This is an optimization exercise on Yosys and OpenROAD, whose aim is a short achievable clock period and few clock cycles per item, not a production implementation. Only simulation tests tie the RTL to the original design; equivalence was not proved. No activity file was given, so power comes from the tool's default toggle rates.

$ cat design/flow/run.sh
#!/bin/bash
# synth_recipe.tcl (not shown) runs the flow's synth.tcl, then flattens the netlist and writes it again
# the make line also repeats each setting of config.mk as NAME=value (left out here)
make -C /OpenROAD-flow-scripts/flow DESIGN_CONFIG=/design/flow/config.mk WORK_HOME=/design/flow/orfs CLKGATE_MAP_FILE= SYNTH_SCRIPT=/design/flow/synth_recipe.tcl finish
$ cat design/flow/config.mk
export PLATFORM = sky130hd
export DESIGN_NAME = tms1100_core
export DESIGN_NICKNAME = tms1100_core
export VERILOG_FILES = /design/flow/design.v
export SDC_FILE = /design/flow/constraint.sdc
export NUM_CORES = 4
export LEC_CHECK = 0
export CAP_MARGIN = 20
export CORE_MARGIN = 2
export CORE_UTILIZATION = 40
export SLEW_MARGIN = 20
$ cat design/flow/constraint.sdc
create_clock -name core_clock -period 6.0 [get_ports {clk}]
set_input_delay 1.2000 -clock core_clock [delete_from_list [all_inputs] [get_ports {clk}]]
set_output_delay 1.2000 -clock core_clock [all_outputs]
set_load 0.01 [all_outputs]
$ cat design/flow/design.v
module tms1100_core (
    input  wire        clk,
    input  wire        rst,         
    output wire [10:0] rom_addr,    
    input  wire [7:0]  rom_data,    
    input  wire [3:0]  k_in,        
    output wire [4:0]  o_out,       
    output wire [10:0] r_out,       
    output wire        retire       
);
    reg [10:0] fa;           
    reg        dv;           
    reg [3:0]  pa, pb;
    reg [5:0]  pc;
    reg [5:0]  sr;
    reg        cl;
    reg        ca, cb, cs;
    reg [7:0]  ir;
    reg        ev;
    reg [1:0]  x;
    reg [3:0]  y;
    reg [3:0]  a;
    reg        s;
    reg        sl;
    reg [4:0]  o;
    reg [10:0] r;
    reg [3:0]  ram [0:63];
    assign rom_addr = fa;
    assign o_out    = o;
    assign r_out    = r;
    assign retire   = ev;
    wire [7:0] op   = ir;
    wire [3:0] c4   = {op[0], op[1], op[2], op[3]};    
    wire [1:0] cx   = {op[1], op[2]};                  
    wire [1:0] bidx = {op[0], op[1]};                  
    wire [5:0] ram_addr = {x, y};
    wire [3:0] m        = ram[ram_addr];
    reg [1:0]  x_n;
    reg [3:0]  y_n, a_n;
    reg        s_n, sl_n;
    reg [4:0]  o_n;
    reg [10:0] r_n;
    reg        ram_we;
    reg [3:0]  ram_wd;
    reg [4:0]  sum;
    always @(*) begin
        x_n    = x;
        y_n    = y;
        a_n    = a;
        s_n    = 1'b1;
        sl_n   = sl;
        o_n    = o;
        r_n    = r;
        ram_we = 1'b0;
        ram_wd = 4'd0;
        sum    = 5'd0;
        casez (op)
            8'h00: s_n = (m != a);                                
            8'h01: begin                                          
                sum = {1'b0, m} + {1'b0, ~a} + 5'd1;
                s_n = sum[4];
            end
            8'h02: begin                                          
                s_n  = (y != a);
                sl_n = (y != a);
            end
            8'h03: begin                                          
                ram_we = 1'b1;
                ram_wd = a;
                a_n    = m;
            end
            8'h04: begin                                          
                sum = {1'b0, y} + 5'd15;
                s_n = sum[4];
                y_n = sum[3:0];
            end
            8'h05: begin                                          
                sum = {1'b0, y} + 5'd1;
                s_n = sum[4];
                y_n = sum[3:0];
            end
            8'h06: begin                                          
                sum = {1'b0, a} + {1'b0, m};
                s_n = sum[4];
                a_n = sum[3:0];
            end
            8'h07: begin                                          
                sum = {1'b0, m} + 5'd15;
                s_n = sum[4];
                a_n = sum[3:0];
            end
            8'h08: a_n = k_in;                                    
            8'h09: x_n = x ^ 2'b10;                               
            8'h0A: o_n = {sl, a};                                 
            8'h0C: if (y <= 4'd10) r_n[y] = 1'b0;                 
            8'h0D: if (y <= 4'd10) r_n[y] = 1'b1;                 
            8'h0E: s_n = (k_in != 4'd0);                          
            8'h20: y_n = a;                                       
            8'h21: a_n = m;                                       
            8'h22: y_n = m;                                       
            8'h23: a_n = y;                                       
            8'h24: begin                                          
                ram_we = 1'b1;
                ram_wd = a;
                sum    = {1'b0, y} + 5'd15;
                s_n    = sum[4];
                y_n    = sum[3:0];
            end
            8'h25: begin                                          
                ram_we = 1'b1;
                ram_wd = a;
                sum    = {1'b0, y} + 5'd1;
                s_n    = sum[4];
                y_n    = sum[3:0];
            end
            8'h26: begin                                          
                ram_we = 1'b1;
                ram_wd = a;
                a_n    = 4'd0;
            end
            8'h27: begin                                          
                ram_we = 1'b1;
                ram_wd = a;
            end
            8'b0010_1???: x_n = cx;                               
            8'b0011_00??: begin                                   
                ram_we       = 1'b1;
                ram_wd       = m;
                ram_wd[bidx] = 1'b1;
            end
            8'b0011_01??: begin                                   
                ram_we       = 1'b1;
                ram_wd       = m;
                ram_wd[bidx] = 1'b0;
            end
            8'b0011_10??: s_n = m[bidx];                          
            8'h3C: begin                                          
                sum = {1'b0, m} + {1'b0, ~a} + 5'd1;
                s_n = sum[4];
                a_n = sum[3:0];
            end
            8'h3D: begin                                          
                sum = {1'b0, ~a} + 5'd1;
                s_n = sum[4];
                a_n = sum[3:0];
            end
            8'h3E: begin                                          
                sum = {1'b0, m} + 5'd1;
                s_n = sum[4];
                a_n = sum[3:0];
            end
            8'h3F: s_n = (m != 4'd0);                             
            8'h4?: y_n = c4;                                      
            8'h5?: s_n = (y != c4);                               
            8'h6?: begin                                          
                ram_we = 1'b1;
                ram_wd = c4;
                y_n    = y + 4'd1;
            end
            8'h7F: a_n = 4'd0;                                    
            8'b0111_0???,
            8'b0111_10??,
            8'b0111_110?,
            8'h7E: begin                                          
                sum = {1'b0, a} + {1'b0, c4} + 5'd1;
                s_n = sum[4];
                a_n = sum[3:0];
            end
            default: ;                                            
        endcase
    end
    wire [7:0] dop    = rom_data;
    wire       ls     = ev ? s_n : s;        
    wire [5:0] pc_inc = pc + 6'd1;
    reg [3:0]  pa_n, pb_n;
    reg [5:0]  pc_n, sr_n;
    reg        cl_n, ca_n, cb_n, cs_n;
    reg        redir;
    always @(*) begin
        pa_n  = pa;
        pb_n  = pb;
        pc_n  = pc_inc;
        sr_n  = sr;
        cl_n  = cl;
        ca_n  = ca;
        cb_n  = cb;
        cs_n  = cs;
        redir = 1'b0;
        casez (dop)
            8'h0B: cb_n = ~cb;                                    
            8'h0F: begin                                          
                redir = 1'b1;
                pa_n  = pb;
                if (cl) begin
                    ca_n = cs;
                    pc_n = sr;
                    cl_n = 1'b0;
                end
            end
            8'h1?: pb_n = {dop[0], dop[1], dop[2], dop[3]};       
            8'b10??_????: begin                                   
                if (ls) begin
                    redir = 1'b1;
                    ca_n  = cb;
                    pc_n  = dop[5:0];
                    if (!cl) pa_n = pb;
                end
            end
            8'b11??_????: begin                                   
                if (ls) begin
                    redir = 1'b1;
                    if (!cl) begin
                        sr_n = pc_inc;
                        cs_n = ca;
                        pa_n = pb;
                        pb_n = pa;
                        cl_n = 1'b1;
                    end else begin
                        pb_n = pa;
                    end
                    ca_n = cb;
                    pc_n = dop[5:0];
                end
            end
            default: ;
        endcase
    end
    integer i;
    always @(posedge clk) begin
        if (rst) begin
            fa    <= 11'd0;
            dv    <= 1'b0;
            ev    <= 1'b0;
            ir    <= 8'd0;
            pa    <= 4'd0;
            pb    <= 4'd0;
            pc    <= 6'd0;
            sr    <= 6'd0;
            cl    <= 1'b0;
            ca    <= 1'b0;
            cb    <= 1'b0;
            cs    <= 1'b0;
            x     <= 2'd0;
            y     <= 4'd0;
            a     <= 4'd0;
            s     <= 1'b1;
            sl    <= 1'b0;
            o     <= 5'd0;
            r     <= 11'd0;
            for (i = 0; i < 64; i = i + 1)
                ram[i] <= 4'hA;
        end else begin
            ev <= dv;
            ir <= dop;
            if (dv) begin
                pa <= pa_n;
                pb <= pb_n;
                pc <= pc_n;
                sr <= sr_n;
                cl <= cl_n;
                ca <= ca_n;
                cb <= cb_n;
                cs <= cs_n;
            end
            if (dv && redir) begin
                fa <= {ca_n, pa_n, pc_n};
                dv <= 1'b0;
            end else begin
                fa <= {fa[10:6], fa[5:0] + 6'd1};
                dv <= 1'b1;
            end
            if (ev) begin
                x  <= x_n;
                y  <= y_n;
                a  <= a_n;
                s  <= s_n;
                sl <= sl_n;
                o  <= o_n;
                r  <= r_n;
                if (ram_we)
                    ram[ram_addr] <= ram_wd;
            end
        end
    end
endmodule
==> notes.md <==
- Status: no timing/DRC/antenna violations
- GR Util met3: 5.86%
- Internal: 0.00407 W
- Synth unique cells: 94
- Mean Syn Cell Area: 10.2 um2
- Power share of the sequential group: 47.4%
- Worst-path maximum fanout: 30
- CP Data Arrival Time: 5890 ps
- Yosys reg bits: 329
- Placed Cells: 2,246
- H-tree levels: 2
- First-pass GRT wire length: 81,700 um
- Max Slew Vio Count: 0
- Clk Latency, worst-skew pair: 590 ps
- Cell area after synthesis: 17,300 um2
- Post-Syn Instances: 1,699
- Die Height: 212 um
- Post-DP HPWL: 35,700 um
- Clk_skew: 32.6 ps
- Detail Route Antenna Nets: 0
- Die Span X: 212 um
- RSZ-0062 raised after global routing: false
- Worst Setup Path Type: reg -> reg
- Largest stage delay, worst path: 660 ps
- Row count: 76
- Initial Util: 40.4%
- Drc violations: 0
- Ys async rst share: 0%
- Setup TNS: 0 ps
- Sequential cell area fraction in the yosys report: 52.8%
- Sw Share: 24.2%
- IO Count: 42
- Main synth FF type: edfxtp_1
- Routed vias/inst: 5.80
- HP Class: reg -> reg
- Clock share of power: 45.4%
- Leakage: 5.98 nW
- Fmax: 185 MHz
- Slew margin rel.: 31.3%
- Vias: 13,400
- EDFF count, synth: 256
- Drt wl/cell: 23.2 um
- Antenna violations before repair: 0
- # setup viols final: 0
- Die area: 45,000 um2
- Area delta synth->final: 12.7%
- Yosys warning total: 1
- Fill count: 4,018
- Final WL: 53,800 um
- Final worst-path cycle share: 90.0%
- Met2 GRT Util: 38.9%
- Number of hold violations in the final report: 0
- CTS tree: done
- Final core utilization: 45.5%
- Drt first pass iters: 7
- Largest net degree at the start of global routing: 66
- Pwr dens: 275 nW/um2
- NetSw: 0.00130 W
- Worst Max-Slew Pin Slew: 1030 ps
- Critical path endpoint category: register
- Post-layout min period: 5400 ps
- Global routing's busiest layer: met2
- Clock-pin slew on the worst setup and hold paths: 60 ps
- Overall power: 0.00536 W
- Worst path cell trace: buf_4 > mux4_2 > and3_1 > a211oi_2 > o2111ai_1 > or2_1 > ha_1 > a21o_1 > a21oi_1 > a2111oi_0 > a311oi_1 > nand4b_1 > o21ai_1 > a31oi_4 > a31oi_1 > buf_4 > or3_1 > a21oi_1
- Gpl congestion: 0.916
- DR iter-0 viols: 1,474
- Crit path launch type: register
- Number of max-cap violations: 0
- Inserted Clock Buffers: 38
- CP max-delay cell: dfxtp_4
- Core ar.: 42,900 um2
- Sinks on the clock net: 329
- Comb pwr share: 7.2%
- Max IR drop VDD: 186 uV
- NumNets Final: 1,741
- Net Count, Synth: 1,739
- Gr usage total: 24.3%
- Worst EP required: 6490 ps
- Layout cells sized above 1: 11.2%
- Clock Path Buffers: 3
- GRT met1 Usage: 31.9%
- Vias in the first global route: 13,000
- Layout Cells excl Fill: 2,313
- CTS root buf: clkbuf_16
- IO Port Bufs: 41
- Overflow after GRT: 0
- ANT cells: 0
[Yosys cell counts, drive strengths merged (9+ instances only)]
| cell type | count | share of area (%) |
|---|---|---|
| o22ai | 9 | 0.33 |
| nand4 | 13 | 0.47 |
| edfxtp | 256 | 44 |
| nor2b | 16 | 0.58 |
| a31oi | 9 | 0.40 |
| nand2 | 332 | 7.2 |
| nor3 | 45 | 1.3 |
| ha | 23 | 1.7 |
| mux2 | 16 | 1.1 |
| xnor2 | 10 | 0.51 |
| a22o | 11 | 0.56 |
| a21oi | 59 | 1.7 |
| xor2 | 16 | 0.81 |
| mux4 | 29 | 3.9 |
| a21o | 10 | 0.43 |
| nor2 | 241 | 5.2 |
| dfxtp | 73 | 8.4 |
| inv | 29 | 0.63 |
| buf | 65 | 2.8 |
| clkbuf | 74 | 1.6 |
| nand3 | 40 | 1.2 |
| nand3b | 11 | 0.48 |
| nand2b | 15 | 0.54 |
| a22oi | 19 | 0.85 |
| a211oi | 13 | 0.59 |
| mux2i | 59 | 3.4 |
| o21ai | 55 | 1.6 |
| and3 | 11 | 0.40 |
| or3 | 10 | 0.36 |
[kinds of logic (layout without fill, tap and decap cells)]
group,count (synthesis),in the layout,share of synthesized area [%]
flops,329,329,52.8
xor+xnor,26,26,1.31
fa+ha+maj,26,26,2.01
mux,104,104,8.37
simple gates,782,782,20.0
compound gates,263,263,10.5
buf+inv,169,198,5.03
[worst max-delay path, delay by kind of cell (launching register included)]
| kind | cells | cell delay (ps) |
|---|---|---|
| and+or+nand+nor | 4 | 990 |
| DFF | 1 | 660 |
| AOI/OAI and AO/OA | 10 | 2100 |
| adders and majority gates | 1 | 430 |
| muxes | 1 | 540 |
| buffers and inverters | 2 | 590 |
[metal layers]
metal	vias up	wire length, um	share of wire, %
li1	6111	-	-
met1	6593	21900	41
met2	613	25200	47
met3	103	4760	8.8
met4	0	1930	3.6
met5	-	0	0
[layout by cell type, fill, tap and decap left out, types with 8 or more instances in the layout]
master and instances:
nor2_1 241, a21o_1 10, edfxtp_1 256, or3_1 10, nand3_1 39, xor2_1 16
nand4_1 13, ha_1 23, and3_1 11, mux4_2 23, a22o_1 11, a22oi_1 18
a311oi_1 8, dfxtp_1 70, o21ai_0 51, xnor2_1 10, nor2b_1 16, buf_4 59
nand3b_1 11, a21oi_1 59, mux2i_1 59, a211oi_1 12, inv_1 27, nor3_1 42
nand2_1 332, clkdlybuf4s50_1 40, o22ai_1 9, mux2_2 14, nand2b_1 15, clkbuf_16 39
[per-stage QoR]
| step | setup WS, ps | hold WS (ps) | instance area [um2] |
|---|---|---|---|
| 3_5_place_dp | 469 | 451 | 18200 |
| 3_3_place_gp | 527 | 446 | 18200 |
| 4_1_cts | 451 | 459 | 19500 |
| 2_1_floorplan | 1530 | 444 | 17300 |
| 6_report | 598 | 456 | 19500 |
| 5_1_grt | 217 | 483 | 19500 |
[final cells by class]
class | count | area, um2 | area share (%)
sequential | 329 | 9160 | 46.9
clock buffer | 45 | 1010 | 5.20
multi-input combinational | 1201 | 7350 | 37.7
timing repair buffer | 101 | 868 | 4.45
inverter | 30 | 113 | 0.577
tap | 585 | 732 | 3.75
clock inverter | 22 | 274 | 1.40
[power by group through the flow]
| stage | combinational [W] | clock (W) | sequential [W] |
|---|---|---|---|
| 2_1_floorplan | 0.000280 | 0 | 0.00256 |
| 3_3_place_gp | 0.000377 | 0 | 0.00259 |
| 3_5_place_dp | 0.000379 | 0 | 0.00259 |
| 4_1_cts | 0.000382 | 0.00246 | 0.00254 |
| 5_1_grt | 0.000419 | 0.00255 | 0.00255 |
| 6_report | 0.000386 | 0.00244 | 0.00254 |
[what timing repair did]
action	in CTS	in global routing
hold buffers	0	0
hold endpoints to repair	0	0
setup endpoints to repair	0	8
buffers inserted	0	0
gates resized for setup	0	2
[sequential cells by signal, indices dropped and copies added, names as in the netlist, named ones only]
signal  count
o           5
sl          1
ram       256
s           1
ca          1
cb          1
fa         11
ir          8
sr          6
ev          1
cs          1
a           4
pc          6
cl          1
dv          1
y           4
pb          4
pa          4
x           2
[worst paths after layout]
kind | from | endpoint | slack, ps | depth (start not counted)
min reg2reg | register | register | 460 | 2
max reg2reg | y[0] | pa[0] | 600 | 18
min | register | register | 460 | 2
max | y[0] | pa[0] | 600 | 18
Testbench counts, summed over its fixed seeds: cycles 76,550, instructions 64,000.

port drivers added, routing unchanged:
Ports are ideal in the flow. The routed layout listed here was re-timed in OpenROAD.
Step 1 (the two cells are an assumption about what drives the block):
set clk [get_ports {clk}]
set_driving_cell -lib_cell sky130_fd_sc_hd__clkbuf_16 $clk
set_driving_cell -lib_cell sky130_fd_sc_hd__buf_2 [delete_from_list [all_inputs] $clk]
Step 2 also shifts input and output timing later by t, the mid clock arrival at the registers, as if the neighbouring blocks saw the same clock.
Three values: no drivers, after step 1, after step 2; two values: the first two.
t, ns: 0.619
setup WS [ns]: 0.598 / 0.598 / 0.598
worst hold slack (ns): 0.456 / 0.456 / 0.456
worst slew at a driven data input, ns: 0.04
cell pins on the clock port's net: 1
After both steps this run still meets setup and hold. For this run, drivers alone change the setup slack by 0.000 ns; drivers and shift together by 0.000 ns.
